What follows belongs to an exercise in optimizing a design on an open flow for small area, a short achievable clock period and few clock cycles per item; a production flow would make more cautious choices.
Function was checked by simulation only, so behaviour that the tests miss may differ from the original.

job 6063:
==> flow/design.v (excerpt) <==
module modsynth (
    input  wire        clk,
    input  wire        rst,
    input  wire        cmd_valid,
    output wire        cmd_ready,
    input  wire [2:0]  cmd_data,
    output wire        smp_valid,
    input  wire        smp_ready,
    output wire [15:0] smp_data
);
Size: about 1200 cells after synthesis, roughly 47 flip-flops, ~25 I/O pins, roughly 7400 um^2 of cells after synthesis.
Settings: LEC_CHECK=0, ABC_AREA=1, CAP_MARGIN=20, CORE_MARGIN=2, CORE_UTILIZATION=55, SLEW_MARGIN=20, SYNTH_MEMORY_MAX_BITS=65536; clock period 14.0 ns.
standard.sh (not shown) runs the stock make flow with config.mk's settings and CLKGATE_MAP_FILE= SYNTH_SCRIPT=/design/flow/synth_recipe.tcl, a recipe that flattens the netlist after the stock synthesis.
==> flow/flow/run.sh <==
#!/bin/bash
set -euo pipefail
bash standard.sh SETUP_SLACK_MARGIN=7.4 finish > standard.log 2>&1
Every stage of the flow completed for job 6063, and the final layout passed the timing, design-rule and antenna checks.
Testbench counts of job 6063, summed over its fixed seeds: cycles 128,128, items 128,000.
[inputs] job 7282 vs job 6063
==> flow/run.sh (new file) <==
#!/bin/bash
# synth_recipe.tcl (not shown) runs the flow's synth.tcl, then flattens the netlist and writes it again
# the make line also repeats each setting of config.mk as NAME=value (left out here)
make -C /OpenROAD-flow-scripts/flow DESIGN_CONFIG=/design/flow/config.mk WORK_HOME=/design/flow/orfs CLKGATE_MAP_FILE= SYNTH_SCRIPT=/design/flow/synth_recipe.tcl finish
removed: flow/flow/run.sh
removed: flow/standard.sh
Findings:
- Layout cell share with drive strength beyond 1 delta (job 6063 -> job 7282): insignificant
- Status: routed wire length parity (job 7282, job 6063)
- Comparing job 6063 with job 7282, the total via count in the routed design came out essentially unchanged.
- Diff job 6063..job 7282 | synthesis-to-layout area growth | negligible
- Taking job 6063 as the reference, in job 7282 total non-filler cell area in the finished layout level; met3 wire length moved down; total of cells resized after clock tree synthesis moved down.
For job 9326, these inputs were changed with respect to job 7282:
==> flow/flow/run.sh (new file) <==
#!/bin/bash
# The standard layout (the standard.sh: ORFS synthesis to finish, unchanged
# scripts and constraints) with three knobs changed for a shorter achieved
# period: the ports get buf_2 buffers (not delay buffers), sizing may swap
# cells of different footprints, and the timing repair aims at a setup slack
# of 7.8 ns.
set -euo pipefail
bash standard.sh SETUP_SLACK_MARGIN=7.8 MATCH_CELL_FOOTPRINT=0 \
    "BUFFER_PORTS_ARGS=-buffer_cell sky130_fd_sc_hd__buf_2" finish > standard.log 2>&1
==> flow/standard.sh (new file) <==
#!/bin/bash
# synth_recipe.tcl (not shown) runs the flow's synth.tcl, then flattens the netlist and writes it again
# the make line also repeats each setting of config.mk as NAME=value (left out here)
make -C /OpenROAD-flow-scripts/flow DESIGN_CONFIG=/design/flow/config.mk WORK_HOME=/design/flow/orfs CLKGATE_MAP_FILE= SYNTH_SCRIPT=/design/flow/synth_recipe.tcl "${@:-finish}"
removed: flow/run.sh
No stage failed in job 9326, and the final checks on the layout all came back clean.
Job 9326 vs job 7282: via total after detailed routing up
In terms of cell count, job 9326 and job 7282 differ only marginally.
Between job 7282 and job 9326, the clock input transition at the sequential cells of the worst setup and hold paths does not differ in any meaningful way.
As far as register share of the cell area is concerned, job 7282 and job 9326 perform about the same.

---

Another version of the RTL of modsynth (not shown whole).
Size in the first run: ~1100 cells after synthesis, ~47 flip-flops, about 6800 um^2 of cells after synthesis.
## modsynth
module modsynth (
    input  wire        clk,
    input  wire        rst,
    input  wire        cmd_valid,
    output wire        cmd_ready,
    input  wire [2:0]  cmd_data,
    output wire        smp_valid,
    input  wire        smp_ready,
    output wire [15:0] smp_data
);
export LEC_CHECK = 0
export ABC_AREA = 1
export CAP_MARGIN = 20
export CORE_MARGIN = 2
export CORE_UTILIZATION = 55
export SLEW_MARGIN = 20
export SYNTH_MEMORY_MAX_BITS = 65536
create_clock -name core_clock -period 14.0 [get_ports {clk}]
==> flow/flow/run.sh <==
#!/bin/bash
# The standard layout (the standard.sh: ORFS synthesis to finish, unchanged
# scripts and constraints) with three knobs changed for a shorter achieved
# period: the ports get buf_2 buffers (not delay buffers), sizing may swap
# cells of different footprints, and the timing repair aims at a setup slack
# of 7.8 ns.
set -euo pipefail
bash standard.sh SETUP_SLACK_MARGIN=7.8 MATCH_CELL_FOOTPRINT=0 \
    "BUFFER_PORTS_ARGS=-buffer_cell sky130_fd_sc_hd__buf_2" finish > standard.log 2>&1
The baseline ran to the end with no violations.
Testbench counts at the start, summed over its fixed seeds: cycles 128,128, items 128,000.
Change:
Settings changed: CORE_UTILIZATION 55 to 70.
After rerunning:
- wire length shrinks by 1.5%
- core utilization went up by 14 points
- worst setup slack is about the same
- maximum frequency hardly moves
- via count grows by 5.3%
- worst hold slack improved by 0.0046 ns
- cell count decreases by 3.4%
- design area decreases by 2.3%

---

Another version of the RTL of modsynth (not shown whole).
Size: roughly 31 flip-flops, ~25 I/O pins.
export LEC_CHECK = 0
export ABC_AREA = 1
export CAP_MARGIN = 20
export CORE_MARGIN = 2
export CORE_UTILIZATION = 55
export SLEW_MARGIN = 20
export SYNTH_MEMORY_MAX_BITS = 65536
create_clock -name core_clock -period 14.0 [get_ports {clk}]
==> flow/flow/run.sh <==
#!/bin/bash
# The standard layout (the standard.sh: ORFS synthesis to finish, unchanged
# scripts and constraints) with three knobs changed for a shorter achieved
# period: the ports get buf_2 buffers (not delay buffers), sizing may swap
# cells of different footprints, and the timing repair aims at a setup slack
# of 8.0 ns.
set -euo pipefail
bash standard.sh SETUP_SLACK_MARGIN=8.0 MATCH_CELL_FOOTPRINT=0 \
    "BUFFER_PORTS_ARGS=-buffer_cell sky130_fd_sc_hd__buf_2" finish > standard.log 2>&1
Testbench counts at the start, summed over its fixed seeds: cycles 128,128, items 128,000.
Edit:
Settings changed: CELL_PAD_IN_SITES_DETAIL_PLACEMENT set to 1, CORE_UTILIZATION 55 to 52.
What happened:
- Now the flow ended with an error in 5_1_grt with GRT-0116
- synthesized area is unchanged
- synthesized cell count is unchanged

-- static timing again, ports no longer ideal --
How much do the figures lean on ideal ports? The routed layouts below were timed once more, with nothing changed but the port constraints. Step 1 (the two cells are an assumption about what drives the block):
set clk [get_ports {clk}]
set_driving_cell -lib_cell sky130_fd_sc_hd__clkbuf_16 $clk
set_driving_cell -lib_cell sky130_fd_sc_hd__buf_2 [delete_from_list [all_inputs] $clk]
Step 2 also shifts input and output timing later by t, the mid clock arrival at the registers, as if the neighbouring blocks saw the same clock. Slacks: no drivers / after step 1 / after step 2; pairs: no drivers / after step 1.
| run | shift t [ns] | slack for setup (ns) | worst hold slack (ns) | clock arrival spread, ns | worst data-port slew with drivers (ns) |
|---|---|---|---|---|---|
| job 6063 | 0.319 | 7.483 / 7.458 / 7.458 | 0.474 / 0.474 / 0.474 | 0.007 / 0.006 | 0.04 |
| job 7282 | 0.320 | 7.262 / 7.239 / 7.239 | 0.474 / 0.474 / 0.474 | 0.007 / 0.007 | 0.04 |
| job 9326 | 0.324 | 8.017 / 7.998 / 7.998 | 0.467 / 0.467 / 0.467 | 0.006 / 0.006 | 0.03 |
| the first run of note 2 | 0.321 | 8.014 / 7.994 / 7.994 | 0.461 / 0.461 / 0.461 | 0.006 / 0.006 | 0.03 |
| the second run of note 2 | 0.330 | 8.016 / 7.993 / 7.993 | 0.465 / 0.465 / 0.465 | 0.016 / 0.016 | 0.03 |
| the first run of note 3 | 0.310 | 8.021 / 8.000 / 8.000 | 0.588 / 0.588 / 0.588 | 0.006 / 0.006 | 0.04 |
After both steps every run listed still meets setup and hold. For job 6063, which loses most, drivers alone change the setup slack by -0.025 ns; drivers and shift together by -0.025 ns.
